What follows belongs to an exercise in optimizing a design on an open flow for a short achievable clock period and few clock cycles; a production flow would make more cautious choices.
The RTL was checked by simulation tests, not by an equivalence proof against the original design.
Power and IR drop assume default switching activity.

==> design/flow/design.v <==
module ict_seq (
    input  wire        clk,
    input  wire        rst,
    input  wire        cmd_valid,
    output wire        cmd_ready,
    input  wire [2:0]  cmd_op,
    input  wire [23:0] cmd_addr,
    input  wire [15:0] cmd_len,
    input  wire [3:0]  cmd_step,
    input  wire        cmd_wide,
    input  wire        cmd_big,
    input  wire [31:0] cmd_seed,
    input  wire [15:0] cmd_mask,
    input  wire [31:0] cmd_crc,
    output wire        bus_req_valid,
    input  wire        bus_req_ready,
    output wire        bus_req_we,
    output wire [23:0] bus_req_addr,
    output wire [15:0] bus_req_wdata,
    output wire        bus_req_wide,
    input  wire        bus_rsp_valid,
    input  wire [15:0] bus_rsp_rdata,
    output reg         res_valid,
    output reg  [1:0]  res_code,
    output reg  [31:0] res_value,
    output reg  [23:0] res_addr,
    output reg  [15:0] res_exp,
    output reg  [15:0] res_act,
    output reg  [1:0]  res_pass
);
    localparam OP_ROMCRC   = 3'd0;
    localparam OP_ROMCHK   = 3'd1;
    localparam OP_ROMRAW   = 3'd2;
    localparam OP_RAMMARCH = 3'd3;
    localparam OP_RAMADDR  = 3'd4;
    localparam OP_RAMFILL  = 3'd5;
    localparam OP_RAMREAD  = 3'd6;
    localparam RC_SUCCESS  = 2'd0;
    localparam RC_MISMATCH = 2'd1;
    localparam RC_UNIMPL   = 2'd2;
    localparam A_CLR  = 2'd0;    
    localparam A_SETJ = 2'd1;    
    localparam A_RDQ  = 2'd2;    
    localparam A_CLRJ = 2'd3;    
    function [127:0] lcg1_s1(input [31:0] x);
        reg [31:0] s0, c0, s1, c1, s2, c2, s3, c3, s4, c4, s5, c5, s6, c6;
        begin
        s0 = (x << 0) ^ (~(x << 2)) ^ (x << 4);
        c0 = (((x << 0) & (~(x << 2))) | ((x << 0) & (x << 4)) | ((~(x << 2)) & (x << 4))) << 1;
        s1 = (~(x << 9)) ^ (x << 11) ^ (~(x << 13));
        c1 = (((~(x << 9)) & (x << 11)) | ((~(x << 9)) & (~(x << 13))) | ((x << 11) & (~(x << 13)))) << 1;
        s2 = (~(x << 15)) ^ (x << 17) ^ (~(x << 19));
        c2 = (((~(x << 15)) & (x << 17)) | ((~(x << 15)) & (~(x << 19))) | ((x << 17) & (~(x << 19)))) << 1;
        s3 = s0 ^ c0 ^ s1;
        c3 = ((s0 & c0) | (s0 & s1) | (c0 & s1)) << 1;
        s4 = c1 ^ s2 ^ c2;
        c4 = ((c1 & s2) | (c1 & c2) | (s2 & c2)) << 1;
        s5 = s3 ^ c3 ^ s4;
        c5 = ((s3 & c3) | (s3 & s4) | (c3 & s4)) << 1;
        s6 = c4 ^ (x << 21) ^ 32'h3c6ef364;
        c6 = ((c4 & (x << 21)) | (c4 & 32'h3c6ef364) | ((x << 21) & 32'h3c6ef364)) << 1;
        lcg1_s1 = {c6, s6, c5, s5};
        end
    endfunction
    function [127:0] lcg2_s1(input [31:0] x);
        reg [31:0] s0, c0, s1, c1, s2, c2, s3, c3, s4, c4, s5, c5, s6, c6, s7, c7, s8, c8;
        begin
        s0 = (x << 0) ^ (x << 3) ^ (x << 5);
        c0 = (((x << 0) & (x << 3)) | ((x << 0) & (x << 5)) | ((x << 3) & (x << 5))) << 1;
        s1 = (x << 7) ^ (~(x << 10)) ^ (~(x << 13));
        c1 = (((x << 7) & (~(x << 10))) | ((x << 7) & (~(x << 13))) | ((~(x << 10)) & (~(x << 13)))) << 1;
        s2 = (x << 15) ^ (~(x << 19)) ^ (x << 22);
        c2 = (((x << 15) & (~(x << 19))) | ((x << 15) & (x << 22)) | ((~(x << 19)) & (x << 22))) << 1;
        s3 = (~(x << 24)) ^ (~(x << 27)) ^ (x << 29);
        c3 = (((~(x << 24)) & (~(x << 27))) | ((~(x << 24)) & (x << 29)) | ((~(x << 27)) & (x << 29))) << 1;
        s4 = s0 ^ c0 ^ s1;
        c4 = ((s0 & c0) | (s0 & s1) | (c0 & s1)) << 1;
        s5 = c1 ^ s2 ^ c2;
        c5 = ((c1 & s2) | (c1 & c2) | (s2 & c2)) << 1;
        s6 = s3 ^ c3 ^ 32'h47502937;
        c6 = ((s3 & c3) | (s3 & 32'h47502937) | (c3 & 32'h47502937)) << 1;
        s7 = s4 ^ c4 ^ s5;
        c7 = ((s4 & c4) | (s4 & s5) | (c4 & s5)) << 1;
        s8 = c5 ^ s6 ^ c6;
        c8 = ((c5 & s6) | (c5 & c6) | (s6 & c6)) << 1;
        lcg2_s1 = {c8, s8, c7, s7};
        end
    endfunction
    function [127:0] lcg3_s1(input [31:0] x);
        reg [31:0] s0, c0, s1, c1, s2, c2, s3, c3, s4, c4, s5, c5, s6, c6, s7, c7, s8, c8;
        begin
        s0 = (x << 0) ^ (x << 2) ^ (x << 4);
        c0 = (((x << 0) & (x << 2)) | ((x << 0) & (x << 4)) | ((x << 2) & (x << 4))) << 1;
        s1 = (x << 7) ^ (x << 9) ^ (x << 11);
        c1 = (((x << 7) & (x << 9)) | ((x << 7) & (x << 11)) | ((x << 9) & (x << 11))) << 1;
        s2 = (x << 16) ^ (x << 19) ^ (x << 22);
        c2 = (((x << 16) & (x << 19)) | ((x << 16) & (x << 22)) | ((x << 19) & (x << 22))) << 1;
        s3 = (~(x << 24)) ^ (~(x << 28)) ^ (~(x << 30));
        c3 = (((~(x << 24)) & (~(x << 28))) | ((~(x << 24)) & (~(x << 30))) | ((~(x << 28)) & (~(x << 30)))) << 1;
        s4 = s0 ^ c0 ^ s1;
        c4 = ((s0 & c0) | (s0 & s1) | (c0 & s1)) << 1;
        s5 = c1 ^ s2 ^ c2;
        c5 = ((c1 & s2) | (c1 & c2) | (s2 & c2)) << 1;
        s6 = s3 ^ c3 ^ 32'hd1ccf6ec;
        c6 = ((s3 & c3) | (s3 & 32'hd1ccf6ec) | (c3 & 32'hd1ccf6ec)) << 1;
        s7 = s4 ^ c4 ^ s5;
        c7 = ((s4 & c4) | (s4 & s5) | (c4 & s5)) << 1;
        s8 = c5 ^ s6 ^ c6;
        c8 = ((c5 & s6) | (c5 & c6) | (s6 & c6)) << 1;
        lcg3_s1 = {c8, s8, c7, s7};
        end
    endfunction
    function [127:0] lcg4_s1(input [31:0] x);
        reg [31:0] s0, c0, s1, c1, s2, c2, s3, c3, s4, c4, s5, c5, s6, c6;
        begin
        s0 = (x << 0) ^ (x << 4) ^ (~(x << 7));
        c0 = (((x << 0) & (x << 4)) | ((x << 0) & (~(x << 7))) | ((x << 4) & (~(x << 7)))) << 1;
        s1 = (x << 11) ^ (~(x << 13)) ^ (x << 17);
        c1 = (((x << 11) & (~(x << 13))) | ((x << 11) & (x << 17)) | ((~(x << 13)) & (x << 17))) << 1;
        s2 = (~(x << 19)) ^ (~(x << 23)) ^ (x << 25);
        c2 = (((~(x << 19)) & (~(x << 23))) | ((~(x << 19)) & (x << 25)) | ((~(x << 23)) & (x << 25))) << 1;
        s3 = s0 ^ c0 ^ s1;
        c3 = ((s0 & c0) | (s0 & s1) | (c0 & s1)) << 1;
        s4 = c1 ^ s2 ^ c2;
        c4 = ((c1 & s2) | (c1 & c2) | (s2 & c2)) << 1;
        s5 = s3 ^ c3 ^ s4;
        c5 = ((s3 & c3) | (s3 & s4) | (c3 & s4)) << 1;
        s6 = c4 ^ (x << 27) ^ 32'haaf95338;
        c6 = ((c4 & (x << 27)) | (c4 & 32'haaf95338) | ((x << 27) & 32'haaf95338)) << 1;
        lcg4_s1 = {c6, s6, c5, s5};
        end
    endfunction
    function [63:0] lcg_s2(input [127:0] v);
        reg [31:0] s0, c0, s1, c1;
        begin
        s0 = v[31:0] ^ v[63:32] ^ v[95:64];
        c0 = ((v[31:0] & v[63:32]) | (v[31:0] & v[95:64]) | (v[63:32] & v[95:64])) << 1;
        s1 = s0 ^ c0 ^ v[127:96];
        c1 = ((s0 & c0) | (s0 & v[127:96]) | (c0 & v[127:96])) << 1;
        lcg_s2 = {c1, s1};
        end
    endfunction
    function [31:0] crc_byte(input [31:0] c, input [7:0] b);
        integer k;
        reg [31:0] x;
        begin
            x = c ^ {24'd0, b};
            for (k = 0; k < 8; k = k + 1)
                x = x[0] ? ((x >> 1) ^ 32'hEDB88320) : (x >> 1);
            crc_byte = x;
        end
    endfunction
    reg         cmd_rdy;    
    reg         busy;
    reg  [23:0] start;
    reg  [15:0] len;
    reg         wide;
    reg         big;
    reg  [31:0] seed;
    reg  [31:0] crc_exp;
    reg  [4:0]  stride;
    reg  [15:0] wm;         
    reg  [15:0] cm;         
    reg  [15:0] fillv;      
    reg         is_crc, is_chk, is_march, is_addr, is_fill, is_op7, n0, n1;
    assign cmd_ready    = cmd_rdy;
    assign bus_req_wide = wide;
    wire accept = cmd_valid & cmd_rdy;
    wire fast_op = (cmd_op == OP_ROMCRC) || (cmd_op == OP_ROMCHK) || (cmd_op == OP_ROMRAW) ||
                   (cmd_op == OP_RAMREAD) || (cmd_op == OP_RAMFILL);
    always @(posedge clk) begin
        if (rst)
            wide <= 1'b0;
        else if (~busy)
            wide <= cmd_wide;
        if (~busy) begin
            is_crc   <= (cmd_op == OP_ROMCRC) || (cmd_op == OP_ROMCHK);
            is_chk   <= (cmd_op == OP_ROMCHK);
            is_march <= (cmd_op == OP_RAMMARCH);
            is_addr  <= (cmd_op == OP_RAMADDR);
            is_fill  <= (cmd_op == OP_RAMFILL);
            is_op7   <= (cmd_op == 3'd7);
            n0       <= (cmd_len == 16'd0);
            n1       <= (cmd_len == 16'd1);
            start    <= cmd_addr;
            len      <= cmd_len;
            big      <= cmd_big;
            seed     <= cmd_seed;
            crc_exp  <= cmd_crc;
            stride   <= cmd_wide ? {cmd_step, 1'b0} : {1'b0, cmd_step};
            wm       <= cmd_wide ? 16'hFFFF : 16'h00FF;
            cm       <= cmd_mask & (cmd_wide ? 16'hFFFF : 16'h00FF);
            fillv    <= cmd_seed[15:0] & (cmd_wide ? 16'hFFFF : 16'h00FF);
        end
    end
    wire is_cmp = is_march || is_addr;
    wire chk_rd = is_crc || is_cmp;         
    reg         gpend;      
    reg  [2:0]  icnt;       
    reg  [15:0] nm1;        
    reg  [15:0] hm;         
    reg  [23:0] sps;        
    wire [15:0] hm_w;
    genvar gi;
    generate
        for (gi = 0; gi < 16; gi = gi + 1) begin : g_hm
            assign hm_w[gi] = |(nm1 >> gi);
        end
    endgenerate
    always @(posedge clk) begin
        nm1 <= len - 16'd1;
        hm  <= hm_w;
        sps <= start + {19'd0, stride};
    end
    reg         g_valid;
    reg         g_done;     
    reg         g_we;
    reg  [23:0] g_addr;
    reg         g_bar;      
    reg         g_inv;      
    reg         g_wm;       
    reg         g_em;       
    reg  [15:0] rem;        
    reg         lh;         
    reg  [1:0]  half;       
    reg  [1:0]  asub;
    reg  [4:0]  q_t, j_t;
    reg  [23:0] qn_off, qn_addr;    
    reg  [15:0] q_h;                
    reg  [23:0] j_addr;             
    reg  [23:0] jn_off, jn_addr;    
    reg  [15:0] j_h;
    reg  [31:0]  r_out;
    reg  [48:0]  r_c;       
    reg  [63:0]  r_b;
    reg  [127:0] r_a;
    reg  [31:0]  i_out;
    reg  [48:0]  i_c;
    reg  [63:0]  i_b;
    reg  [127:0] i_a;
    reg  [127:0] pre_a;     
    wire         r_init = busy & is_march & (icnt != 3'd0) & (icnt <= 3'd4);
    wire [16:0]  r_lo   = {1'b0, r_b[15:0]} + {1'b0, r_b[47:32]};
    wire [48:0]  r_c_w  = {r_b[63:48], r_b[31:16], r_lo};
    wire [31:0]  r_o_w  = {r_c[48:33] + r_c[32:17] + {15'd0, r_c[16]}, r_c[15:0]};
    wire [63:0]  r_b_w  = lcg_s2(r_a);
    wire [127:0] r_a_i  = (icnt[1:0] == 2'd0) ? lcg1_s1(seed) :
                          (icnt[1:0] == 2'd1) ? lcg2_s1(seed) :
                          (icnt[1:0] == 2'd2) ? lcg3_s1(seed) : lcg4_s1(seed);
    always @(posedge clk) begin
        pre_a <= r_a_i;
        if (r_init) begin
            i_out <= r_o_w;
            i_c   <= r_c_w;
            i_b   <= r_b_w;
            i_a   <= pre_a;
        end
    end
    wire [15:0] pat  = (r_out[31:16] ^ {16{g_inv}}) & wm;
    wire [15:0] g_wd = is_march ? pat : is_fill ? fillv : (g_wm ? cm : 16'd0);
    wire [15:0] g_ex = is_march ? (pat & cm) : (g_em ? cm : 16'd0);
    wire [1:0]  g_ps = is_march ? (g_inv ? 2'd2 : 2'd1) : 2'd0;
    wire q_last = ~q_h[0];
    wire j_last = ~j_h[0];
    wire g_last = is_addr ? (asub == A_CLRJ && j_last)
                          : (lh && (!is_march || half == 2'd3));
    reg         ov, o_we;
    reg  [23:0] o_addr;
    reg  [15:0] o_wd;
    reg         sv, s_we;
    reg  [23:0] s_addr;
    reg  [15:0] s_wd;
    assign bus_req_valid = ov;
    assign bus_req_we    = o_we;
    assign bus_req_addr  = o_addr;
    assign bus_req_wdata = o_wd;
    localparam FAW = 2;
    localparam FD  = 1 << FAW;
    reg  [41:0]    fq [0:FD-1];     
    reg  [FAW-1:0] wp, rp;
    reg  [FAW:0]   cnt;             
    reg  [FAW:0]   disc;            
    reg  [4:0]     unchk;           
    reg            killed;          
    reg            mm_q;            
    reg            cv_q;            
    reg  [15:0]    rdx_q;           
    reg  [31:0]    crc;
    reg  [23:0]    st_addr;         
    reg  [15:0]    st_exp, st_act;
    reg  [1:0]     st_pass;
    wire g_blk = mm_q | killed | (g_bar & (unchk != 5'd0)) | (~g_we & cnt[FAW]);
    wire xfer  = g_valid & ~sv & ~g_blk;
    wire push  = xfer & ~g_we;
    wire o_ld  = ~ov | bus_req_ready;
    wire gstart = busy & gpend & ~n0 &
                  ((is_march & (icnt == 3'd5)) | (is_addr & (icnt == 3'd2)));
    always @(posedge clk) begin
        if (rst)
            {o_we, o_addr, o_wd} <= 41'd0;
        else if (o_ld)
            {o_we, o_addr, o_wd} <= sv ? {s_we, s_addr, s_wd} : {g_we, g_addr, g_wd};
        if (~sv) begin
            s_we   <= g_we;
            s_addr <= g_addr;
            s_wd   <= g_wd;
        end
        if (rst) begin
            ov <= 1'b0;
            sv <= 1'b0;
        end else begin
            if (o_ld) ov <= sv | xfer;
            sv <= sv ? ~o_ld : (xfer & ~o_ld);
        end
    end
    always @(posedge clk) begin
        if (~busy) begin
            g_addr <= cmd_addr;
            g_we   <= (cmd_op == OP_RAMFILL) || (cmd_op == OP_RAMMARCH) || (cmd_op == OP_RAMADDR);
            g_bar  <= 1'b0;
            g_inv  <= 1'b0;
            g_wm   <= 1'b0;
            g_em   <= 1'b0;
            rem    <= cmd_len;
            lh     <= (cmd_len == 16'd1);
            half   <= 2'd0;
            asub   <= A_CLR;
            q_t    <= 5'd0;
        end else if (gstart) begin
            qn_off  <= {19'd0, stride};
            qn_addr <= sps;
            q_h     <= hm;
        end else if (xfer && !g_last) begin
            g_bar <= 1'b0;
            if (is_addr) begin
                case (asub)
                A_CLR: begin
                    if (q_last) begin
                        asub    <= A_SETJ;
                        g_addr  <= start;
                        g_wm    <= 1'b1;
                        j_t     <= 5'd0;
                        j_addr  <= start;
                        jn_off  <= {19'd0, stride};
                        jn_addr <= sps;
                        j_h     <= hm;
                    end else begin
                        g_addr  <= qn_addr;
                        q_t     <= q_t + 5'd1;
                        qn_off  <= qn_off << 1;
                        qn_addr <= start + (qn_off << 1);
                        q_h     <= q_h >> 1;
                    end
                end
                A_SETJ: begin
                    asub    <= A_RDQ;
                    g_we    <= 1'b0;
                    g_addr  <= start;
                    g_em    <= (j_t == 5'd0);
                    q_t     <= 5'd0;
                    qn_off  <= {19'd0, stride};
                    qn_addr <= sps;
                    q_h     <= hm;
                end
                A_RDQ: begin
                    if (q_last) begin
                        asub   <= A_CLRJ;
                        g_we   <= 1'b1;
                        g_wm   <= 1'b0;
                        g_bar  <= 1'b1;
                        g_addr <= j_addr;
                    end else begin
                        g_addr  <= qn_addr;
                        g_em    <= (q_t + 5'd1 == j_t);
                        q_t     <= q_t + 5'd1;
                        qn_off  <= qn_off << 1;
                        qn_addr <= start + (qn_off << 1);
                        q_h     <= q_h >> 1;
                    end
                end
                default: begin  
                    asub    <= A_SETJ;
                    g_wm    <= 1'b1;
                    g_addr  <= jn_addr;
                    j_t     <= j_t + 5'd1;
                    j_addr  <= jn_addr;
                    jn_off  <= jn_off << 1;
                    jn_addr <= start + (jn_off << 1);
                    j_h     <= j_h >> 1;
                end
                endcase
            end else if (!lh) begin
                g_addr <= g_addr + {19'd0, stride};
                rem    <= rem - 16'd1;
                lh     <= (rem == 16'd2);
                r_out  <= r_o_w;
                r_c    <= r_c_w;
                r_b    <= r_b_w;
                r_a    <= lcg4_s1(r_out);
            end else begin
                half   <= half + 2'd1;
                g_addr <= start;
                rem    <= len;
                lh     <= n1;
                g_we   <= half[0];
                g_bar  <= (half == 2'd1);
                g_inv  <= (half != 2'd0);
                r_out  <= i_out;
                r_c    <= i_c;
                r_b    <= i_b;
                r_a    <= i_a;
            end
        end
        if (r_init) begin
            r_out <= r_o_w;
            r_c   <= r_c_w;
            r_b   <= r_b_w;
            r_a   <= pre_a;
        end
        if (rst) begin
            g_valid <= 1'b0;
            g_done  <= 1'b0;
        end else if (~busy) begin
            g_valid <= accept & fast_op & (cmd_len != 16'd0);
            g_done  <= 1'b0;
        end else if (gstart) begin
            g_valid <= 1'b1;
        end else if (mm_q) begin
            g_valid <= 1'b0;
        end else if (xfer && g_last) begin
            g_valid <= 1'b0;
            g_done  <= 1'b1;
        end
    end
    wire [41:0] head    = fq[rp];
    wire        pop     = bus_rsp_valid;
    wire        disc_nz = |disc;
    wire        proc    = pop & ~disc_nz & ~killed & ~mm_q;
    wire [15:0] actm    = bus_rsp_rdata & cm;
    wire        mis     = (actm != head[39:24]);
    wire [15:0] rd_w  = bus_rsp_rdata & wm;
    wire [31:0] crc_1 = crc_byte(crc, rdx_q[15:8]);
    wire [31:0] crc_2 = crc_byte(crc_1, rdx_q[7:0]);
    wire all_acc  = g_done & ~sv & o_ld;
    wire fin_ok   = busy & all_acc & (unchk == 5'd0) & ~mm_q & ~killed & ~cv_q;
    wire fin_kill = busy & (killed | mm_q) & ~sv & o_ld;
    wire fin_imm  = busy & gpend & (is_op7 | n0);
    wire fin      = fin_ok | fin_kill | fin_imm;
    wire crc_bad  = (~crc != crc_exp);
    always @(posedge clk) begin
        if (push) fq[wp] <= {g_ps, g_ex, g_addr};
        if (proc) begin
            st_addr <= head[23:0];
            st_exp  <= head[39:24];
            st_act  <= actm;
            st_pass <= head[41:40];
        end
        rdx_q <= wide ? (big ? rd_w : {rd_w[7:0], rd_w[15:8]}) : {rd_w[7:0], 8'd0};
        if (~busy)
            crc <= 32'hFFFFFFFF;
        else if (cv_q)
            crc <= wide ? crc_2 : crc_1;
        if (is_op7)
            res_code <= RC_UNIMPL;
        else if (killed | mm_q | (is_chk & crc_bad))
            res_code <= RC_MISMATCH;
        else
            res_code <= RC_SUCCESS;
        res_value <= is_crc ? ~crc : 32'd0;
        if (killed | mm_q) begin
            res_addr <= st_addr;
            res_exp  <= st_exp;
            res_act  <= st_act;
            res_pass <= st_pass;
        end else begin
            res_addr <= (is_chk & crc_bad) ? start : 24'd0;
            res_exp  <= 16'd0;
            res_act  <= 16'd0;
            res_pass <= 2'd0;
        end
        if (rst) begin
            cmd_rdy   <= 1'b1;
            busy      <= 1'b0;
            gpend     <= 1'b0;
            icnt      <= 3'd0;
            res_valid <= 1'b0;
            wp        <= {FAW{1'b0}};
            rp        <= {FAW{1'b0}};
            cnt       <= {(FAW+1){1'b0}};
            disc      <= {(FAW+1){1'b0}};
            unchk     <= 5'd0;
            killed    <= 1'b0;
            mm_q      <= 1'b0;
            cv_q      <= 1'b0;
        end else begin
            res_valid <= fin;
            if (accept) begin
                cmd_rdy <= 1'b0;
                busy    <= 1'b1;
            end else if (fin) begin
                cmd_rdy <= 1'b1;
                busy    <= 1'b0;
            end
            if (~busy) begin
                gpend <= 1'b1;
                icnt  <= 3'd0;
            end else begin
                if (gstart | fin_imm) gpend <= 1'b0;
                if (icnt != 3'd7) icnt <= icnt + 3'd1;
            end
            if (push) wp <= wp + 1'b1;
            if (pop)  rp <= rp + 1'b1;
            cnt <= cnt + push - pop;
            if (fin)
                disc <= cnt - pop;
            else if (pop & disc_nz)
                disc <= disc - 1'b1;
            if (~busy)
                unchk <= 5'd0;
            else
                unchk <= unchk + {4'd0, push & chk_rd} - {4'd0, proc & chk_rd};
            mm_q <= proc & is_cmp & mis;
            cv_q <= proc & is_crc;
            if (~busy)
                killed <= 1'b0;
            else if (mm_q)
                killed <= 1'b1;
        end
    end
endmodule
==> design/flow/flow/run.sh <==
#!/bin/bash
# The standard layout (the standard.sh: standard synthesis, floorplan,
# placement, CTS, routing) with a larger setup margin for ORFS's timing
# repair, so that repair keeps improving paths well past the 10 ns the
# constraints ask for. The SDC, clock period and everything else are the standard flow's.
set -euo pipefail
bash standard.sh SETUP_SLACK_MARGIN=7 finish > standard_make.log 2>&1
==> design/flow/standard.sh <==
#!/bin/bash
# synth_recipe.tcl (not shown) runs the flow's synth.tcl, then flattens the netlist and writes it again
# the make line also repeats each setting of config.mk as NAME=value (left out here)
make -C /OpenROAD-flow-scripts/flow DESIGN_CONFIG=/design/flow/config.mk WORK_HOME=/design/flow/orfs CLKGATE_MAP_FILE= SYNTH_SCRIPT=/design/flow/synth_recipe.tcl "${@:-finish}"
==> design/flow/config.mk <==
export PLATFORM = sky130hd
export DESIGN_NAME = ict_seq
export DESIGN_NICKNAME = ict_seq
export VERILOG_FILES = /design/flow/design.v
export SDC_FILE = /design/flow/constraint.sdc
export NUM_CORES = 4
export LEC_CHECK = 0
export ABC_CLOCK_PERIOD_IN_PS = 2500
export CAP_MARGIN = 20
export CORE_MARGIN = 2
export CORE_UTILIZATION = 40
export PLACE_DENSITY = 0.6
export SLEW_MARGIN = 20
==> design/flow/constraint.sdc <==
create_clock -name core_clock -period 10.0 [get_ports {clk}]
set_input_delay 2.0000 -clock core_clock [delete_from_list [all_inputs] [get_ports {clk}]]
set_output_delay 2.0000 -clock core_clock [all_outputs]
set_load 0.01 [all_outputs]
==> notes.md, run 1 <==
- **Net count, final** 8180
- **via count of the first global-routing pass** 52180
- **# rows** 163
- **delay of the slowest critical-path stage** 420 ps
- **power per unit of standard cell area** 201.4 nW/um2
- **total standard cell area after synthesis** 79710 um2
- **synthesized net count** 7481
- **period utilization** 0.3379
- **post-layout worst setup margin** 6621 ps
- **maximum operating frequency** 295.9 MHz
- **post-synthesis sequential element count** 1508
- **global-route usage over all layers** 0.2422
- **total power** 19.86 mW
- **number of antenna violations at the first check in global routing** 22
- **Critical Path Sink Type** output port
- **maximum clock insertion buffer count** 3
- **worst hold slack across all endpoints** 360.7 ps
- **setup repair after global routing missed its margin** true
- **max-capacitance violation count** 0
- **Setup Viol. Count Final** 0
- **iteration count of the initial detailed-routing pass** 5
- **WP data arrival** 1380 ps
- **Area growth syn-to-layout** 23.69%
- **Crit Path Class** flop to output port
- **antenna viol nets, final** 0
- **Max transition margin** 0.3489
- **total number of vias** 52670
- **maximum number of pins on one net before global-route repair** 92
- **Die Y** 450.4 um
- **worst-path fanout max** 2
- **Hold WC Path Type** flop to flop
- **placeable core region** 197600 um2
- **final wirelength** 251600 um
- **width of the die** 450.4 um
- **critical path, cell by cell** buf_6
- **weighted congestion at the end of routability-driven global placement** 0.9634
- **Yosys warnings** 1
- **Critical Path Source Type** flop
- **clock tree from TritonCTS** built
- **worst path bufs/invs** 1
- **final hold viol count** 0
- **post-synthesis average cell area** 12.26 um2
- **clk sink count** 1508
- **setup tns final** 0 ps
- **via density per instance** 5.274
- **count of filler cells inserted in the layout** 17130
- **synth unique cells** 80
- **asr flop ratio synth** 0
- **predominant post-synthesis flop cell** edfxtp_1
- **sequential standard cell area** 41560 um2
- **fraction of final layout cells with drive strength greater than 1** 0.2208
- **number of instances in the synthesized netlist** 6502
- **Starting Density** 0.4034
- **number of pins with negative max-slew slack in the final report** 0
- **footprint of the multi-input gates** 36910 um2
- **top cell family by delay on the critical path** flip-flops
- **transition at the pin with the smallest max-transition slack** 970.7 ps
- **clock-pin transition on the worst setup and hold timing paths** 60 ps
- **CP required** 8000 ps
- **Crit-path slowest cell** dfxtp_4
- **count of flip-flops with a built-in enable after synthesis** 1115
- **H-tree depth** 4
- **leakage dissipation** 38.15 nW
- **Root Driver** clkbuf_16
- **sequential fraction of the synthesis area** 0.5187
- **die footprint** 202900 um2
- **detailed-route DRC error count** 0
- **clock period minus final worst setup slack** 3379 ps
- **wire length per cell** 25.20 um
- **clock latency on the worst-skew pair** 830 ps
- **number of top-level pins** 287
- **detailed-placement wirelength estimate** 170100 um
- **first-pass GRT wire length** 361400 um
- **result of the run** timing/DRC/antenna clean
- **Max IR drop VDD** 170.9 uV
- **initial DRC count** 5312
- **residual overflow from global routing** 0
- **TritonCTS Buffers** 162
- **setup slack at placement** 5453 ps
- **number of input and output port buffers inserted** 286
- **Clock Skew** 53.47 ps
-- state kept, by name, summed over array words and instances, names as in the netlist, 32 cells and up, named ones only --
register   cells
fq           168
i_a          111
pre_a        111
r_a          111
i_b           62
r_b           62
i_c           49
r_c           49
crc           32
crc_exp       32
i_out         32
r_out         32
res_value     32
-- cells in the final DEF (no fill, tap or decap), types with 30 or more instances in the layout --
cell,synthesis,layout
o21ai_1,1,67
inv_1,583,470
buf_6,0,158
xnor2_1,275,248
inv_2,1,62
dfxtp_2,0,79
mux4_2,42,42
o21ai_0,343,259
a21oi_1,263,229
buf_2,4,47
mux2_2,79,79
nand2_1,837,832
nand2b_1,36,35
a21oi_2,0,31
and2_1,107,102
dfxtp_4,0,30
buf_12,0,63
edfxtp_1,1115,1115
xor2_1,112,105
clkinvlp_4,0,37
fa_2,0,128
ha_1,278,252
o211ai_1,41,41
fa_1,551,423
clkdlybuf4s50_1,0,137
clkbuf_16,0,179
nor2b_1,84,79
clkbuf_1,233,32
mux2i_1,210,210
nor3_1,41,35
nand3_1,84,80
nor2_1,328,322
buf_4,0,337
dfxtp_1,393,284
a21o_1,33,33
a211oi_1,67,56
-- synth_stat cells (7+ instances only) --
master,n,share of area
nand3_1,84,0.0053
xor2_1,112,0.012
nand4_1,12,0.00094
xnor3_1,8,0.0023
a21oi_1,263,0.017
nor2b_1,84,0.0066
a32oi_1,12,0.0013
nand2_1,837,0.039
ha_1,278,0.044
mux2i_1,210,0.026
or2_2,10,0.00078
clkbuf_1,233,0.011
xor3_1,9,0.0027
a211o_1,10,0.0011
and2_1,107,0.0084
o22ai_1,10,0.00078
nor2_1,328,0.015
mux2_2,79,0.011
nor3_1,41,0.0026
or3_1,15,0.0012
a221oi_1,23,0.0025
edfxtp_1,1115,0.42
o21ai_0,343,0.022
o21bai_1,7,0.00066
a21o_1,33,0.0031
a211oi_1,67,0.0063
dfxtp_1,393,0.099
mux4_2,42,0.012
a31oi_1,14,0.0011
inv_1,583,0.027
xnor2_1,275,0.030
buf_1,45,0.0021
and3_1,16,0.0013
nand2b_1,36,0.0028
nor4_1,26,0.0020
o31ai_1,16,0.0015
o211ai_1,41,0.0039
o21a_1,27,0.0025
nor3b_1,11,0.0010
fa_1,551,0.14
-- report_power, final --
part / switching (mW) / total [mW] / internal, mW / leakage (nW)
combinational: 3.16 / 5.64 / 2.48 / 21.6
clock: 2.67 / 6.32 / 3.64 / 2.78
sequential: 0.519 / 7.90 / 7.38 / 13.7
-- path summary, 6_finish.rpt --
check / from / cells after the start / to / slack (ps)
setup / recovery: o_wd[12] / 1 / bus_req_wdata[12] / 6620
hold / removal: nm1[15] / 0 / hm[15] / 360
setup reg to reg: seed[10] / 11 / pre_a[21] / 6720
hold reg to reg: nm1[15] / 0 / hm[15] / 360
-- cell families (layout without fill, tap and decap cells) --
group,count (synthesis),after routing,synth area share
adder cells (fa/ha/maj),829,829,0.1820
other,0,6,0
buffers and inverters,869,1701,0.04102
flip-flops,1508,1508,0.5187
XOR/XNOR,412,412,0.04933
multiplexers,331,331,0.04940
AND/OR/NAND/NOR,1635,1641,0.09087
AO/OA/AOI/OAI,918,919,0.06863
-- cell type report --
class                           count  area share
Antenna cell                        6   0.0001523
Clock buffer                      225     0.04758
Clock inverter                     79     0.01017
Inverter                          585     0.02440
Multi-Input combinational cell   4132      0.3743
Sequential cell                  1508      0.4215
Tap cell                         2640     0.03350
Timing Repair Buffer              810     0.08811
Timing Repair inverter              2   0.0002284
-- layer usage --
metal / global-route usage / part of all wire
met4: 0.1089 / 0.049
met1: 0.3344 / 0.42
met2: 0.3696 / 0.45
met3: 0.04782 / 0.079
met5: 0 / 0.00036
-- repair_timing --
action / CTS / global route
hold buffers: 0 / 0
setup endpoints to repair: 1428 / 833
gates cloned: 25 / 12
resized for setup: 1317 / 323
pin swaps: 142 / 197
buffers inserted: 285 / 122
hold endpoints to repair: 0 / 0
-- per-stage QoR --
step | area (um2) | std cells | util
after floorplan | 79840 | 6502 | -
after CTS | 96200 | 9846 | 0.4868
final | 98590 | 9987 | 0.4989
after global routing | 98590 | 9985 | 0.4989
after global placement | 85690 | 9231 | 0.4336
after detailed placement | 85720 | 9232 | 0.4338
Testbench counts, summed over its fixed seeds: cycles 220,051.
==> run 2, diff against run 1 <==
--- a/design/flow/design.v
+++ b/design/flow/design.v
@@ -165,5 +165,6 @@
     reg         is_crc, is_chk, is_march, is_addr, is_fill, is_op7, n0, n1;
     assign cmd_ready    = cmd_rdy;
-    assign bus_req_wide = wide;
+    reg         o_wide;     
+    assign bus_req_wide = o_wide;
     wire accept = cmd_valid & cmd_rdy;
     wire fast_op = (cmd_op == OP_ROMCRC) || (cmd_op == OP_ROMCHK) || (cmd_op == OP_ROMRAW) ||
@@ -171,8 +172,9 @@
     always @(posedge clk) begin
         if (rst)
-            wide <= 1'b0;
+            o_wide <= 1'b1;
         else if (~busy)
-            wide <= cmd_wide;
+            o_wide <= cmd_wide;
         if (~busy) begin
+            wide     <= cmd_wide;
             is_crc   <= (cmd_op == OP_ROMCRC) || (cmd_op == OP_ROMCHK);
             is_chk   <= (cmd_op == OP_ROMCHK);
@@ -201,4 +203,5 @@
     reg  [15:0] hm;         
     reg  [23:0] sps;        
+    reg  [23:0] sp2s;       
     wire [15:0] hm_w;
     genvar gi;
@@ -211,5 +214,6 @@
         nm1 <= len - 16'd1;
         hm  <= hm_w;
-        sps <= start + {19'd0, stride};
+        sps  <= start + {19'd0, stride};
+        sp2s <= start + {18'd0, stride, 1'b0};
     end
     reg         g_valid;
@@ -231,4 +235,14 @@
     reg  [23:0] jn_off, jn_addr;    
     reg  [15:0] j_h;
+    reg  [23:0] qs1, qs2, js1, js2;
+    reg  [1:0]  q_chg, j_chg;
+    wire [23:0] q_sum = q_chg[1] ? sp2s : q_chg[0] ? qs2 : qs1;
+    wire [23:0] j_sum = j_chg[1] ? sp2s : j_chg[0] ? js2 : js1;
+    always @(posedge clk) begin
+        qs1 <= start + (qn_off << 1);
+        qs2 <= start + (qn_off << 2);
+        js1 <= start + (jn_off << 1);
+        js2 <= start + (jn_off << 2);
+    end
     reg  [31:0]  r_out;
     reg  [48:0]  r_c;       
@@ -290,8 +304,13 @@
     reg  [15:0]    st_exp, st_act;
     reg  [1:0]     st_pass;
-    wire g_blk = mm_q | killed | (g_bar & (unchk != 5'd0)) | (~g_we & cnt[FAW]);
+    reg  o_pend, g_staged;
+    wire o_ld  = ~ov | bus_req_ready;
+    wire g_blk = mm_q | killed | o_pend | (g_bar & (unchk != 5'd0)) | (~g_we & cnt[FAW]);
     wire xfer  = g_valid & ~sv & ~g_blk;
+    wire stage = g_valid & g_bar & ~g_staged & ~sv & ~o_pend & ~mm_q & ~killed &
+                 (unchk != 5'd0) & o_ld;
+    wire g_adv = xfer | (g_staged & ~mm_q);
     wire push  = xfer & ~g_we;
-    wire o_ld  = ~ov | bus_req_ready;
+    wire rel_ok;
     wire gstart = busy & gpend & ~n0 &
                   ((is_march & (icnt == 3'd5)) | (is_addr & (icnt == 3'd2)));
@@ -299,5 +318,5 @@
         if (rst)
             {o_we, o_addr, o_wd} <= 41'd0;
-        else if (o_ld)
+        else if (o_ld & ~o_pend)
             {o_we, o_addr, o_wd} <= sv ? {s_we, s_addr, s_wd} : {g_we, g_addr, g_wd};
         if (~sv) begin
@@ -307,12 +326,21 @@
         end
         if (rst) begin
-            ov <= 1'b0;
-            sv <= 1'b0;
+            ov       <= 1'b0;
+            sv       <= 1'b0;
+            o_pend   <= 1'b0;
+            g_staged <= 1'b0;
         end else begin
-            if (o_ld) ov <= sv | xfer;
+            g_staged <= stage;
+            if (o_ld) ov <= sv | xfer | (o_pend & rel_ok);
             sv <= sv ? ~o_ld : (xfer & ~o_ld);
+            if (mm_q | (o_pend & rel_ok))
+                o_pend <= 1'b0;
+            else if (stage)
+                o_pend <= 1'b1;
         end
     end
     always @(posedge clk) begin
+        q_chg <= 2'd0;
+        j_chg <= 2'd0;
         if (~busy) begin
             g_addr <= cmd_addr;
@@ -331,5 +359,6 @@
             qn_addr <= sps;
             q_h     <= hm;
-        end else if (xfer && !g_last) begin
+            q_chg   <= 2'd2;
+        end else if (g_adv && !g_last) begin
             g_bar <= 1'b0;
             if (is_addr) begin
@@ -344,4 +373,5 @@
                         jn_off  <= {19'd0, stride};
                         jn_addr <= sps;
+                        j_chg   <= 2'd2;
                         j_h     <= hm;
                     end else begin
@@ -349,5 +379,6 @@
                         q_t     <= q_t + 5'd1;
                         qn_off  <= qn_off << 1;
-                        qn_addr <= start + (qn_off << 1);
+                        qn_addr <= q_sum;
+                        q_chg   <= 2'd1;
                         q_h     <= q_h >> 1;
                     end
@@ -362,4 +393,5 @@
                     qn_addr <= sps;
                     q_h     <= hm;
+                    q_chg   <= 2'd2;
                 end
                 A_RDQ: begin
@@ -375,5 +407,6 @@
                         q_t     <= q_t + 5'd1;
                         qn_off  <= qn_off << 1;
-                        qn_addr <= start + (qn_off << 1);
+                        qn_addr <= q_sum;
+                        q_chg   <= 2'd1;
                         q_h     <= q_h >> 1;
                     end
@@ -386,5 +419,6 @@
                     j_addr  <= jn_addr;
                     jn_off  <= jn_off << 1;
-                    jn_addr <= start + (jn_off << 1);
+                    jn_addr <= j_sum;
+                    j_chg   <= 2'd1;
                     j_h     <= j_h >> 1;
                 end
@@ -428,5 +462,5 @@
         end else if (mm_q) begin
             g_valid <= 1'b0;
-        end else if (xfer && g_last) begin
+        end else if (g_adv && g_last) begin
             g_valid <= 1'b0;
             g_done  <= 1'b1;
@@ -442,5 +476,7 @@
     wire [31:0] crc_1 = crc_byte(crc, rdx_q[15:8]);
     wire [31:0] crc_2 = crc_byte(crc_1, rdx_q[7:0]);
-    wire all_acc  = g_done & ~sv & o_ld;
+    wire all_acc  = g_done & ~sv & ~o_pend & o_ld;
+    assign rel_ok = ~killed & ~mm_q &
+                    ((unchk == 5'd0) | ((unchk == 5'd1) & proc & ~(is_cmp & mis)));
     wire fin_ok   = busy & all_acc & (unchk == 5'd0) & ~mm_q & ~killed & ~cv_q;
     wire fin_kill = busy & (killed | mm_q) & ~sv & o_ld;
--- a/design/flow/config.mk
+++ b/design/flow/config.mk
@@ -10,4 +10,6 @@
 export CORE_MARGIN = 2
 export CORE_UTILIZATION = 40
+export CTS_CLUSTER_DIAMETER = 100
+export CTS_CLUSTER_SIZE = 30
 export PLACE_DENSITY = 0.6
 export SLEW_MARGIN = 20
==> run 2 against run 1 <==
Still clean. Non-clock buffer count is 38 higher. Routed wire length increased by 5.4%. Maximum frequency up 2.7%. Die area is 6.3% higher. Largest cell class unchanged. Highest routed layer unchanged.
==> notes.md, run 2 <==
- **top cell family by delay on the critical path** flip-flops
- **number of input and output port buffers inserted** 286, unchanged
- **Critical Path Sink Type** output port
- **fraction of final layout cells with drive strength greater than 1** 0.2114, -0.009423
- **total placed instance area** 91420 um2, +6.6%
- **clock latency on the worst-skew pair** 770 ps, -60 ps
- **period utilization** 0.3291, -0.008800
- **detailed-placement wirelength estimate** 185300 um, +9.0%
- **H-tree depth** 3, -1
- **asr flop ratio synth** 0, unchanged
- **final wirelength** 265200 um, +5.4%
- **# rows** 169, +3.7%
- **Crit Path Class** flop to output port
- **post-synthesis average cell area** 12.08 um2, -1.4%
- **worst path bufs/invs** 1, unchanged
- **global-route usage over all layers** 0.2412, -0.001010
- **total number of vias** 55660, +5.7%
- **Placed Instances** 9927, +7.5%
- **power per unit of standard cell area** 182.2 nW/um2, -9.5%
- **via count of the first global-routing pass** 55680, +6.7%
- **number of hold buffers added after CTS** 0, unchanged
- **total standard cell area after synthesis** 84800 um2, +6.4%
- **part of the power in the clock network** 0.224, -0.094
- **leakage dissipation** 39.05 nW, +2.4%
- **count of placed standard cells in the final layout, fillers left out** 10550, +5.7%
- **cell type with the largest total area after synthesis** edfxtp_1
- **worst-path fanout max** 2, unchanged
- **Yosys warnings** 1, unchanged
- **critical path, cell by cell** buf_6
- **TritonCTS Buffers** 79, -51%
- **part of the power in registers** 0.454, +0.056
- **sequential fraction of the synthesis area** 0.5162, -0.002533
- **setup tns final** 0 ps, unchanged
- **Logic pwr share** 0.322, +0.038
- **Max transition margin** 0.2094, -0.1395
- **count of flip-flops with a built-in enable after synthesis** 1115, unchanged
- **Clock Skew** 62.44 ps, +8.969 ps
- **design internal power** 12.12 mW, -10%
- **final hold viol count** 0, unchanged
- **Die Y** 464.4 um, +3.1%
- **clock tree from TritonCTS** built
- **maximum clock insertion buffer count** 3, unchanged
- **result of the run** timing/DRC/antenna clean
- **max-capacitance violation count** 0, unchanged
- **net switching share of the total power** 0.3422, +0.02238
- **first-pass GRT wire length** 383900 um, +6.2%
- **delay of the slowest critical-path stage** 410 ps, about the same
- **share of Yosys cell area claimed by the top area cell type** 0.3949, -0.02518
- **initial DRC count** 4808, -9.5%
- **global routing's busiest layer** met2
- **top library cells by usage in the layout, fill and taps aside** edfxtp_1, nand2_1, inv_1, fa_1, buf_4
- **Crit-path slowest cell** dfxtp_4
- **count of filler cells inserted in the layout** 18860, +10%
- **commonest cells in the netlist** edfxtp_1, nand2_1, inv_1
- **weighted congestion at the end of routability-driven global placement** 0.9531, -1.1%
- **post-layout worst setup margin** 6709 ps, +88.00 ps
- **Area growth syn-to-layout** 19.32%
- **met3 track utilization from global routing** 0.03809, -0.009729
- **transition at the pin with the smallest max-transition slack** 1177 ps, +206.8 ps
- **Setup Viol. Count Final** 0, unchanged
- **antenna viol nets, final** 0, unchanged
- **clock-pin transition on the worst setup and hold timing paths** 110 ps, +50 ps
- **iteration count of the initial detailed-routing pass** 6, +1
- **GR met1 Demand/Resource** 0.3214, -0.01290
- **number of pins with negative max-slew slack in the final report** 0, unchanged
- **Critical Path Source Type** flop
- **Net count, final** 8687, +6.2%
- **wire length per cell** 25.13 um, -0.27%
- **global routing usage on met2** 0.4004, +0.03087
- **placeable core region** 211500 um2, +7.0%
- **total non-filler cell area in the finished layout** 101200 um2, +2.6%
- **predominant post-synthesis flop cell** edfxtp_1
- **die footprint** 215700 um2, +6.3%
- **CP required** 8000 ps, about the same
- **Starting Density** 0.4010, -0.002339
- **maximum number of pins on one net before global-route repair** 100, +8.7%
- **commonest non-fill, non-tap cell in the layout** edfxtp_1
- **setup slack at placement** 5483 ps, +30.39 ps
- **number of flip-flops under the largest register name** 168, unchanged
- **register containing the most flip-flops in the final layout** fq
- **Max IR drop VDD** 146.1 uV, -15%
- **maximum operating frequency** 303.9 MHz, +2.7%
- **worst hold slack across all endpoints** 365.8 ps, +5.031 ps
- **detailed-route DRC error count** 0, unchanged
- **largest cells by area after synthesis** edfxtp_1, fa_1, dfxtp_1, ha_1, nand2_1
- **clock period minus final worst setup slack** 3291 ps, -88.00 ps
- **number of top-level pins** 287, unchanged
- **number of instances in the synthesized netlist** 7017, +7.9%
- **most frequent cell after synthesis** edfxtp_1
- **WP data arrival** 1290 ps, -90 ps
- **clk sink count** 1629, +8.0%
- **setup repair after global routing missed its margin** true
- **synth unique cells** 82, +2.5%
- **via density per instance** 5.274, about the same
- **post-synthesis sequential element count** 1629, +8.0%
- **Root Driver** clkbuf_16
- **residual overflow from global routing** 0, unchanged
- **Hold WC Path Type** flop to flop
- **synthesized net count** 8046, +7.6%
- **number of antenna violations at the first check in global routing** 21, -4.5%
- **P_sw** 6.307 mW, -0.68%
- **width of the die** 464.4 um, +3.1%
==> run 2: cell types whose count changed in the layout (fill, tap and decap cells not counted), sizes merged, moves of 47 or more <==
cell,change
a21oi,+47
buf,+56
clkbuf,-122
dfxtp,+121
ha,+47
inv,+47
nor2,+73
xnor2,+75
==> run 2: layer usage <==
metal | vias to the layer above | wire, um
li1 | 25250 | -
met1 | 28270 | 110400
met2 | 1755 | 128100
met3 | 386 | 16120
met4 | 8 | 10590
met5 | - | 67
==> run 2: power groups by stage <==
| stage | sequential [mW] | combinational (mW) | clock (mW) |
|---|---|---|---|
| after detailed placement | 8.54 | 4.97 | 0 |
| after floorplan | 8.28 | 3.21 | 0 |
| after global routing | 8.41 | 6.44 | 4.45 |
| after global placement | 8.54 | 4.94 | 0 |
| final | 8.37 | 5.93 | 4.14 |
| after CTS | 8.37 | 5.60 | 4.25 |
==> run 2: cell type report <==
cell class                 instances  area (um2)  share of cell area
multi-input combinational       4474       39880              0.3941
clock buffer                     107        2103             0.02079
timing repair inverter             2       16.27           0.0001608
inverter                         624        2539             0.02509
antenna                            8       20.02           0.0001979
timing repair buffer             848        8429             0.08331
clock inverter                    41       676.9            0.006690
tap                             2821        3530             0.03489
sequential                      1629       43980              0.4347
==> run 2: timing repair <==
item,4_1_cts,5_1_grt
pin swaps,186,206
gates resized for setup,1400,299
gates cloned,16,1
setup endpoints to repair,1415,698
setup buffers,338,116
==> run 2: final timing paths <==
check	startpoint	end	slack, ps	depth (start not counted)
setup / recovery	o_wd[0]	bus_req_wdata[0]	6710	1
hold / removal	nm1[15]	hm[15]	370	0
setup reg to reg	seed[9]	pre_a[11]	6750	12
hold reg to reg	nm1[15]	hm[15]	370	0
==> run 2: logic make-up after synthesis <==
kind of cell,count (synthesis),synth area share
and+or+nand+nor,1698,0.08759
DFF,1629,0.5162
AOI/OAI and AO/OA,1086,0.07903
buffers and inverters,923,0.04086
adders and majority gates,879,0.1787
xor gates and xnor gates,475,0.05192
muxes,327,0.04564
==> run 2: per-stage QoR <==
stage / util / power [mW]
floorplan: - / 11.49
global placement: 0.4320 / 13.48
detailed placement: 0.4323 / 13.51
CTS: 0.4695 / 18.22
global route: 0.4784 / 19.30
finish: 0.4785 / 18.43
Testbench counts of run 2, summed over its fixed seeds: cycles 219,370.
==> run 3, diff against run 2 <==
--- a/design/flow/config.mk
+++ b/design/flow/config.mk
@@ -10,6 +10,4 @@
 export CORE_MARGIN = 2
 export CORE_UTILIZATION = 40
-export CTS_CLUSTER_DIAMETER = 100
-export CTS_CLUSTER_SIZE = 30
 export PLACE_DENSITY = 0.6
 export SLEW_MARGIN = 20
==> run 3 against run 2 <==
Hold slack worse by 0.69 ps. Synthesized area did not move. Setup slack worse by 69 ps. Maximum frequency down 2.1%. Routed wire length up 0.93%. Core utilization rose by 1.1 points. First-iteration DRC count decreased by 0.44%.
==> notes.md, run 3 <==
- **wire length per cell** 25.07 um, -0.22%
- **Crit-path slowest cell** dfxtp_4
- **top cell family by delay on the critical path** flip-flops
- **clk sink count** 1629, unchanged
- **die footprint** 215700 um2, unchanged
- **clock tree from TritonCTS** built
- **Yosys warnings** 1, unchanged
- **Hold WC Path Type** flop to flop
- **number of hold buffers added after CTS** 0, unchanged
- **Clock Skew** 80.10 ps, +17.66 ps
- **max-capacitance violation count** 0, unchanged
- **leakage dissipation** 40.15 nW, +2.8%
- **largest cells by area after synthesis** edfxtp_1, fa_1, dfxtp_1, ha_1, nand2_1
- **predominant post-synthesis flop cell** edfxtp_1
- **initial DRC count** 4787, -0.44%
- **maximum clock insertion buffer count** 3, unchanged
- **CP required** 8000 ps, about the same
- **via density per instance** 5.265, -0.17%
- **delay of the slowest critical-path stage** 390 ps, -20 ps
- **H-tree depth** 4, +1
- **synth unique cells** 82, unchanged
- **number of top-level pins** 287, unchanged
- **maximum number of pins on one net before global-route repair** 100, unchanged
- **count of flip-flops with a built-in enable after synthesis** 1115, unchanged
- **clock period minus final worst setup slack** 3360 ps, +69.01 ps
- **number of input and output port buffers inserted** 286, unchanged
- **critical path, cell by cell** buf_6
- **net switching share of the total power** 0.3219, -0.02029
- **Net count, final** 8720, +0.38%
- **commonest non-fill, non-tap cell in the layout** edfxtp_1
- **Max transition margin** 0.2354, +0.02600
- **number of instances in the synthesized netlist** 7017, unchanged
- **asr flop ratio synth** 0, unchanged
- **weighted congestion at the end of routability-driven global placement** 0.9531, unchanged
- **share of Yosys cell area claimed by the top area cell type** 0.3949, unchanged
- **setup repair after global routing missed its margin** true
- **top library cells by usage in the layout, fill and taps aside** edfxtp_1, nand2_1, inv_1, fa_1, nor2_1
- **Crit Path Class** flop to output port
- **number of flip-flops under the largest register name** 168, unchanged
- **register containing the most flip-flops in the final layout** fq
- **detailed-route DRC error count** 0, unchanged
- **setup tns final** 0 ps, unchanged
- **Root Driver** clkbuf_16
- **final hold viol count** 0, unchanged
- **cell type with the largest total area after synthesis** edfxtp_1
- **detailed-placement wirelength estimate** 185300 um, unchanged
- **width of the die** 464.4 um, unchanged
- **Logic pwr share** 0.278, -0.044
- **iteration count of the initial detailed-routing pass** 6, unchanged
- **Starting Density** 0.4010, unchanged
- **post-synthesis average cell area** 12.08 um2, unchanged
- **period utilization** 0.3360, +0.006901
- **sequential fraction of the synthesis area** 0.5162, unchanged
- **post-synthesis sequential element count** 1629, unchanged
- **P_sw** 6.702 mW, +6.3%
- **total standard cell area after synthesis** 84800 um2, unchanged
- **design internal power** 14.12 mW, +16%
- **Die Y** 464.4 um, unchanged
- **worst path bufs/invs** 1, unchanged
- **first-pass GRT wire length** 387600 um, +0.97%
- **commonest cells in the netlist** edfxtp_1, nand2_1, inv_1
- **Setup Viol. Count Final** 0, unchanged
- **maximum operating frequency** 297.6 MHz, -2.1%
- **placeable core region** 211500 um2, unchanged
- **# rows** 169, unchanged
- **clock latency on the worst-skew pair** 860 ps, +90 ps
- **worst-path fanout max** 2, unchanged
- **result of the run** timing/DRC/antenna clean
- **Critical Path Source Type** flop
- **worst hold slack across all endpoints** 365.1 ps, -0.6890 ps
- **residual overflow from global routing** 0, unchanged
- **part of the power in registers** 0.403, -0.051
- **TritonCTS Buffers** 178, +130%
- **Max IR drop VDD** 182.1 uV, +25%
- **fraction of final layout cells with drive strength greater than 1** 0.2123, +0.0009459
- **Critical Path Sink Type** output port
- **most frequent cell after synthesis** edfxtp_1
- **final wirelength** 267700 um, +0.93%
- **part of the power in the clock network** 0.319, +0.095
- **number of pins with negative max-slew slack in the final report** 0, unchanged
- **Area growth syn-to-layout** 21.96%
- **transition at the pin with the smallest max-transition slack** 1139 ps, -38.72 ps
- **clock-pin transition on the worst setup and hold timing paths** 60 ps, -50 ps
- **global-route usage over all layers** 0.2438, +0.002598
- **antenna viol nets, final** 0, unchanged
- **number of antenna violations at the first check in global routing** 17, -19%
- **power per unit of standard cell area** 201.3 nW/um2, +11%
- **via count of the first global-routing pass** 56540, +1.5%
- **WP data arrival** 1360 ps, +70 ps
- **synthesized net count** 8046, unchanged
- **total number of vias** 56210, +0.98%
-- run 3: cell counts after synthesis --
No cell type changed its count.
-- run 3: power groups by stage --
stage                     combinational, mW  clock (mW)  sequential [mW]
after floorplan                        3.21           0             8.28
after global placement                 4.94           0             8.54
after detailed placement               4.97           0             8.54
after CTS                              5.57        6.75             8.39
after global routing                   6.30        7.03             8.42
final                                  5.79        6.64             8.39
-- run 3: cell families after synthesis --
family,count (synthesis),synth area share
buffers and inverters,923,0.04086
AO/OA/AOI/OAI,1086,0.07903
adder cells (fa/ha/maj),879,0.1787
AND/OR/NAND/NOR,1698,0.08759
XOR/XNOR,475,0.05192
flip-flops,1629,0.5162
multiplexers,327,0.04564
-- run 3: stage by stage --
stage	total power [mW]	area [um2]	instances	worst slack (ps)	util
after detailed placement	13.51	91420	9927	5483	0.4323
after global placement	13.48	91350	9924	5489	0.4320
after global routing	21.75	103400	10670	6537	0.4890
after floorplan	11.49	85220	7017	5782	-
final	20.82	103400	10680	6640	0.4891
after CTS	20.71	101900	10570	6572	0.4820
-- run 3: worst paths after layout --
path	slack [ps]	depth (start not counted)	endpoint	from
setup / recovery	6640	1	bus_req_wdata[0]	o_wd[0]
hold / removal	370	0	hm[15]	nm1[15]
setup reg to reg	6680	12	pre_a[13]	seed[13]
hold reg to reg	370	0	hm[15]	nm1[15]
-- run 3: repair_timing --
| item | 4_1_cts | 5_1_grt |
|---|---|---|
| pin swaps | 163 | 145 |
| resized for setup | 1368 | 201 |
| endpoints found under the setup margin | 1386 | 682 |
| cloned | 14 | 1 |
| setup buffers | 293 | 97 |
-- run 3: cell type report --
class / count / area, um2
Inverter: 624 / 2532
Timing Repair Buffer: 784 / 7712
Clock buffer: 247 / 5000
Antenna cell: 9 / 22.52
Clock inverter: 88 / 950.9
Timing Repair inverter: 2 / 16.27
Fill cell: 18710 / 108000
Multi-Input combinational cell: 4472 / 39670
Tap cell: 2821 / 3530
Sequential cell: 1629 / 43980
-- run 3: routing by layer --
layer | up-vias | GRT usage | wire length, um
li1 | 25400 | - | -
met2 | 1921 | 0.4027 | 128700
met5 | - | 0 | 13
met1 | 28440 | 0.3228 | 110700
met4 | 2 | 0.08363 | 10390
met3 | 441 | 0.04425 | 17840
==> run 4, diff against run 3 <==
--- a/design/flow/design.v
+++ b/design/flow/design.v
@@ -43,6 +43,6 @@
     localparam A_RDQ  = 2'd2;    
     localparam A_CLRJ = 2'd3;    
-    function [127:0] lcg1_s1(input [31:0] x);
-        reg [31:0] s0, c0, s1, c1, s2, c2, s3, c3, s4, c4, s5, c5, s6, c6;
+    function [159:0] lcg1_i(input [31:0] x);
+        reg [31:0] s0, c0, s1, c1, s2, c2, s3, c3, s4, c4, s5, c5;
         begin
         s0 = (x << 0) ^ (~(x << 2)) ^ (x << 4);
@@ -58,11 +58,9 @@
         s5 = s3 ^ c3 ^ s4;
         c5 = ((s3 & c3) | (s3 & s4) | (c3 & s4)) << 1;
-        s6 = c4 ^ (x << 21) ^ 32'h3c6ef364;
-        c6 = ((c4 & (x << 21)) | (c4 & 32'h3c6ef364) | ((x << 21) & 32'h3c6ef364)) << 1;
-        lcg1_s1 = {c6, s6, c5, s5};
+        lcg1_i = {32'h3c6ef364, (x << 21), c4, c5, s5};
         end
     endfunction
-    function [127:0] lcg2_s1(input [31:0] x);
-        reg [31:0] s0, c0, s1, c1, s2, c2, s3, c3, s4, c4, s5, c5, s6, c6, s7, c7, s8, c8;
+    function [159:0] lcg2_i(input [31:0] x);
+        reg [31:0] s0, c0, s1, c1, s2, c2, s3, c3, s4, c4, s5, c5, s6, c6, s7, c7;
         begin
         s0 = (x << 0) ^ (x << 3) ^ (x << 5);
@@ -82,11 +80,9 @@
         s7 = s4 ^ c4 ^ s5;
         c7 = ((s4 & c4) | (s4 & s5) | (c4 & s5)) << 1;
-        s8 = c5 ^ s6 ^ c6;
-        c8 = ((c5 & s6) | (c5 & c6) | (s6 & c6)) << 1;
-        lcg2_s1 = {c8, s8, c7, s7};
+        lcg2_i = {c6, s6, c5, c7, s7};
         end
     endfunction
-    function [127:0] lcg3_s1(input [31:0] x);
-        reg [31:0] s0, c0, s1, c1, s2, c2, s3, c3, s4, c4, s5, c5, s6, c6, s7, c7, s8, c8;
+    function [159:0] lcg3_i(input [31:0] x);
+        reg [31:0] s0, c0, s1, c1, s2, c2, s3, c3, s4, c4, s5, c5, s6, c6, s7, c7;
         begin
         s0 = (x << 0) ^ (x << 2) ^ (x << 4);
@@ -106,7 +102,23 @@
         s7 = s4 ^ c4 ^ s5;
         c7 = ((s4 & c4) | (s4 & s5) | (c4 & s5)) << 1;
-        s8 = c5 ^ s6 ^ c6;
-        c8 = ((c5 & s6) | (c5 & c6) | (s6 & c6)) << 1;
-        lcg3_s1 = {c8, s8, c7, s7};
+        lcg3_i = {c6, s6, c5, c7, s7};
+        end
+    endfunction
+    function [159:0] lcg4_i(input [31:0] x);
+        reg [31:0] s0, c0, s1, c1, s2, c2, s3, c3, s4, c4, s5, c5;
+        begin
+        s0 = (x << 0) ^ (x << 4) ^ (~(x << 7));
+        c0 = (((x << 0) & (x << 4)) | ((x << 0) & (~(x << 7))) | ((x << 4) & (~(x << 7)))) << 1;
+        s1 = (x << 11) ^ (~(x << 13)) ^ (x << 17);
+        c1 = (((x << 11) & (~(x << 13))) | ((x << 11) & (x << 17)) | ((~(x << 13)) & (x << 17))) << 1;
+        s2 = (~(x << 19)) ^ (~(x << 23)) ^ (x << 25);
+        c2 = (((~(x << 19)) & (~(x << 23))) | ((~(x << 19)) & (x << 25)) | ((~(x << 23)) & (x << 25))) << 1;
+        s3 = s0 ^ c0 ^ s1;
+        c3 = ((s0 & c0) | (s0 & s1) | (c0 & s1)) << 1;
+        s4 = c1 ^ s2 ^ c2;
+        c4 = ((c1 & s2) | (c1 & c2) | (s2 & c2)) << 1;
+        s5 = s3 ^ c3 ^ s4;
+        c5 = ((s3 & c3) | (s3 & s4) | (c3 & s4)) << 1;
+        lcg4_i = {32'haaf95338, (x << 27), c4, c5, s5};
         end
     endfunction
@@ -131,4 +143,12 @@
         end
     endfunction
+    function [127:0] lcg_r54(input [159:0] v);
+        reg [31:0] s0, c0;
+        begin
+        s0 = v[31:0] ^ v[63:32] ^ v[95:64];
+        c0 = ((v[31:0] & v[63:32]) | (v[31:0] & v[95:64]) | (v[63:32] & v[95:64])) << 1;
+        lcg_r54 = {v[159:128], v[127:96], c0, s0};
+        end
+    endfunction
     function [63:0] lcg_s2(input [127:0] v);
         reg [31:0] s0, c0, s1, c1;
@@ -253,5 +273,5 @@
     reg  [63:0]  i_b;
     reg  [127:0] i_a;
-    reg  [127:0] pre_a;     
+    reg  [159:0] pre_a;     
     wire         r_init = busy & is_march & (icnt != 3'd0) & (icnt <= 3'd4);
     wire [16:0]  r_lo   = {1'b0, r_b[15:0]} + {1'b0, r_b[47:32]};
@@ -259,7 +279,8 @@
     wire [31:0]  r_o_w  = {r_c[48:33] + r_c[32:17] + {15'd0, r_c[16]}, r_c[15:0]};
     wire [63:0]  r_b_w  = lcg_s2(r_a);
-    wire [127:0] r_a_i  = (icnt[1:0] == 2'd0) ? lcg1_s1(seed) :
-                          (icnt[1:0] == 2'd1) ? lcg2_s1(seed) :
-                          (icnt[1:0] == 2'd2) ? lcg3_s1(seed) : lcg4_s1(seed);
+    wire [159:0] r_a_i  = (icnt[1:0] == 2'd0) ? lcg1_i(seed) :
+                          (icnt[1:0] == 2'd1) ? lcg2_i(seed) :
+                          (icnt[1:0] == 2'd2) ? lcg3_i(seed) : lcg4_i(seed);
+    wire [127:0] r_a_f  = lcg_r54(pre_a);
     always @(posedge clk) begin
         pre_a <= r_a_i;
@@ -268,5 +289,5 @@
             i_c   <= r_c_w;
             i_b   <= r_b_w;
-            i_a   <= pre_a;
+            i_a   <= r_a_f;
         end
     end
@@ -450,5 +471,5 @@
             r_c   <= r_c_w;
             r_b   <= r_b_w;
-            r_a   <= pre_a;
+            r_a   <= r_a_f;
         end
         if (rst) begin
--- a/design/flow/config.mk
+++ b/design/flow/config.mk
@@ -10,4 +10,6 @@
 export CORE_MARGIN = 2
 export CORE_UTILIZATION = 40
+export CTS_CLUSTER_DIAMETER = 100
+export CTS_CLUSTER_SIZE = 30
 export PLACE_DENSITY = 0.6
 export SLEW_MARGIN = 20
==> run 4 against run 3 <==
Still clean. Setup slack better by 16 ps. Sequential power shrank 2.9%. Hold slack gained 60 ps. Non-clock buffer count up 47. Routed wire length down 7.5%. Synthesized area shrank 0.91%. Cell count fell by 2.2%. Die area down 0.91%. Critical path type unchanged. Critical endpoint unchanged. Highest routed layer unchanged.
==> notes.md, run 4 <==
- **TritonCTS Buffers** 78, -56%
- **die footprint** 213700 um2, -0.91%
- **Clock Skew** 67.93 ps, -12.17 ps
- **most frequent cell after synthesis** edfxtp_1
- **sequential fraction of the synthesis area** 0.5110, -0.005241
- **width of the die** 462.3 um, -0.45%
- **Starting Density** 0.4017, +0.0007051
- **share of Yosys cell area claimed by the top area cell type** 0.3885, -0.006362
- **Root Driver** clkbuf_16
- **worst path bufs/invs** 1, unchanged
- **clk sink count** 1601, -1.7%
- **Die Y** 462.3 um, -0.45%
- **commonest cells in the netlist** edfxtp_1, nand2_1, inv_1
- **total non-filler cell area in the finished layout** 99400 um2, -3.9%
- **delay of the slowest critical-path stage** 450 ps, +60 ps
- **global-route usage over all layers** 0.2257, -0.01818
- **logic depth of the worst register-to-register path** 11, -1
- **logic depth of the worst setup path including buffers** 1, unchanged
- **leakage dissipation** 38.58 nW, -3.9%
- **maximum number of pins on one net before global-route repair** 167, +67%
- **register containing the most flip-flops in the final layout** fq
- **# rows** 168, -0.59%
- **top cell family by delay on the critical path** flip-flops
- **clock period minus final worst setup slack** 3344 ps, -16.25 ps
- **Max transition margin** 0.2167, -0.01871
- **cell depth of the worst hold path** 0, unchanged
- **Area growth syn-to-layout** 18.31%
- **maximum operating frequency** 299.1 MHz, +0.49%
- **post-synthesis average cell area** 12.11 um2, +0.20%
- **result of the run** timing/DRC/antenna clean
- **WP data arrival** 1340 ps, -20 ps
- **detailed-route DRC error count** 0, unchanged
- **Yosys warnings** 1, unchanged
- **final hold viol count** 0, unchanged
- **Reg-to-Reg End** pre_a[29]
- **top library cells by usage in the layout, fill and taps aside** edfxtp_1, nand2_1, inv_1, fa_1, nor2_1
- **commonest non-fill, non-tap cell in the layout** edfxtp_1
- **clock tree from TritonCTS** built
- **clock-pin transition on the worst setup and hold timing paths** 110 ps, +50 ps
- **registers with the most flip-flops** fq x168, pre_a x111, r_a x106
- **setup tns final** 0 ps, unchanged
- **via count of the first global-routing pass** 55140, -2.5%
- **footprint of the multi-input gates** 39290 um2, -0.95%
- **Placed Instances** 9842, -0.86%
- **final wirelength** 247600 um, -7.5%
- **predominant post-synthesis flop cell** edfxtp_1
- **largest cells by area after synthesis** edfxtp_1, fa_1, dfxtp_1, ha_1, nand2_1
- **asr flop ratio synth** 0, unchanged
- **total number of vias** 55110, -2.0%
- **detailed-placement wirelength estimate** 167500 um, -9.7%
- **clock latency on the worst-skew pair** 790 ps, -70 ps
- **critical path, cell by cell** buf_6
- **max-capacitance violation count** 0, unchanged
- **number of input and output port buffers inserted** 286, unchanged
- **post-synthesis sequential element count** 1601, -1.7%
- **number of flip-flops under the largest register name** 168, unchanged
- **CP required** 8000 ps, about the same
- **transition at the pin with the smallest max-transition slack** 1175 ps, +36.25 ps
- **Critical Path Sink Type** output port
- **number of instances in the synthesized netlist** 6939, -1.1%
- **via density per instance** 5.281, +0.30%
- **Setup Viol. Count Final** 0, unchanged
- **synthesized net count** 7969, -0.96%
- **Hold WC Path Type** flop to flop
- **number of antenna violations at the first check in global routing** 9, -8
- **total power** 18.15 mW, -13%
- **total standard cell area after synthesis** 84020 um2, -0.91%
- **synth unique cells** 78, -4.9%
- **period utilization** 0.3344, -0.001625
- **placeable core region** 209200 um2, -1.1%
- **power per unit of standard cell area** 182.6 nW/um2, -9.3%
- **register-to-register setup slack** 6740 ps, +60 ps
- **fraction of final layout cells with drive strength greater than 1** 0.1953, -0.01703
- **hold path start** pre_a[159]
- **Net count, final** 8597, -1.4%
- **Critical Path Source Type** flop
- **start of the worst register-to-register path** seed[20]
- **sequential standard cell area** 43130 um2, -1.9%
- **number of pins with negative max-slew slack in the final report** 0, unchanged
- **iteration count of the initial detailed-routing pass** 6, unchanged
- **wire length per cell** 23.73 um, -5.4%
- **first-pass GRT wire length** 362200 um, -6.6%
- **number of hold buffers added after CTS** 0, unchanged
- **total placed instance area** 90280 um2, -1.2%
- **hold path endpoint** i_a[127]
- **utilization of the core after routing** 0.4753, -0.01381
- **Crit-path slowest cell** dfxtp_4
- **maximum clock insertion buffer count** 3, unchanged
- **count of filler cells inserted in the layout** 18460, -1.3%
- **count of placed standard cells in the final layout, fillers left out** 10440, -2.2%
- **Crit Path Class** flop to output port
- **cell type with the largest total area after synthesis** edfxtp_1
- **initial DRC count** 4855, +1.4%
- **H-tree depth** 3, -1
- **residual overflow from global routing** 0, unchanged
- **weighted congestion at the end of routability-driven global placement** 0.9215, -3.3%
- **number of top-level pins** 287, unchanged
- **Max IR drop VDD** 154.6 uV, -15%
- **worst-path fanout max** 2, unchanged
- **count of flip-flops with a built-in enable after synthesis** 1087, -2.5%
- **antenna viol nets, final** 0, unchanged
- **setup repair after global routing missed its margin** true
run 4: cell type report:
| cell class | instances | share of cell area |
|---|---|---|
| repair buffers | 831 | 0.08340 |
| multi-input cells | 4445 | 0.3953 |
| clock inverters | 40 | 0.006017 |
| repair inverters | 3 | 0.0002643 |
| inverters | 607 | 0.02443 |
| well taps | 2805 | 0.03531 |
| diodes | 2 | 0.00005035 |
| clock buffers | 102 | 0.02132 |
| flip-flops and latches | 1601 | 0.4339 |
run 4: per-stage QoR:
step,hold slack [ps],setup slack (ps)
after global routing,446.0,6602
after global placement,370.3,5052
after detailed placement,367.8,4924
after floorplan,345.3,4097
final,425.0,6656
after CTS,418.7,6640
run 4: how the worst max path moves through the flow:
stage / startpoint / to / slack (ps)
finish: o_wd[0] / bus_req_wdata[0] / 6660
global route: o_wd[0] / bus_req_wdata[0] / 6600
CTS: o_wd[0] / bus_req_wdata[0] / 6640
detailed placement: icnt[0] / r_b[3] / 4920
global placement: icnt[0] / r_c[3] / 5050
floorplan: unchk[3] / r_a[0] / 4100
run 4: cell families (layout without fill, tap and decap cells):
group                      count (synthesis)  count (layout)  synth area share
and+or+nand+nor                         1699            1703           0.08844
DFF                                     1601            1601            0.5110
AOI/OAI and AO/OA                       1034            1035           0.07477
buffers and inverters                    898            1583           0.04013
adders and majority gates                880             880            0.1826
xor gates and xnor gates                 464             464           0.05258
muxes                                    363             363           0.05050
other                                      0               2                 0
run 4: power by group:
group | switching [mW] | internal [mW] | total, mW | leakage [nW]
registers | 0.384 | 7.76 | 8.15 | 14.5
logic | 3.35 | 2.61 | 5.96 | 22.8
clock network | 2.38 | 1.66 | 4.04 | 1.30
run 4: per-layer routing:
metal / up-vias / global-route usage / share of wire / wire length [um]
met5: - / 0 / 0.00015 / 38
met4: 6 / 0.08207 / 0.041 / 10070
met3: 473 / 0.03535 / 0.065 / 16130
met2: 1879 / 0.3758 / 0.48 / 119300
met1: 27860 / 0.2978 / 0.41 / 102100
li1: 24900 / - / - / -
run 4: timing repair:
item	CTS	global route
buffers inserted	279	152
setup endpoints to repair	1402	772
pin swaps	125	155
gates resized for setup	1301	296
gates cloned	15	4
Testbench counts of run 4, summed over its fixed seeds: cycles 219,370.

Check on run 4: ideal ports give 6.656 ns setup slack; a clkbuf_16 on the clock port and buf_2 on the inputs give 6.574 ns; moving port delays by the midpoint clock arrival (0.834 ns) as well gives 6.132 ns.
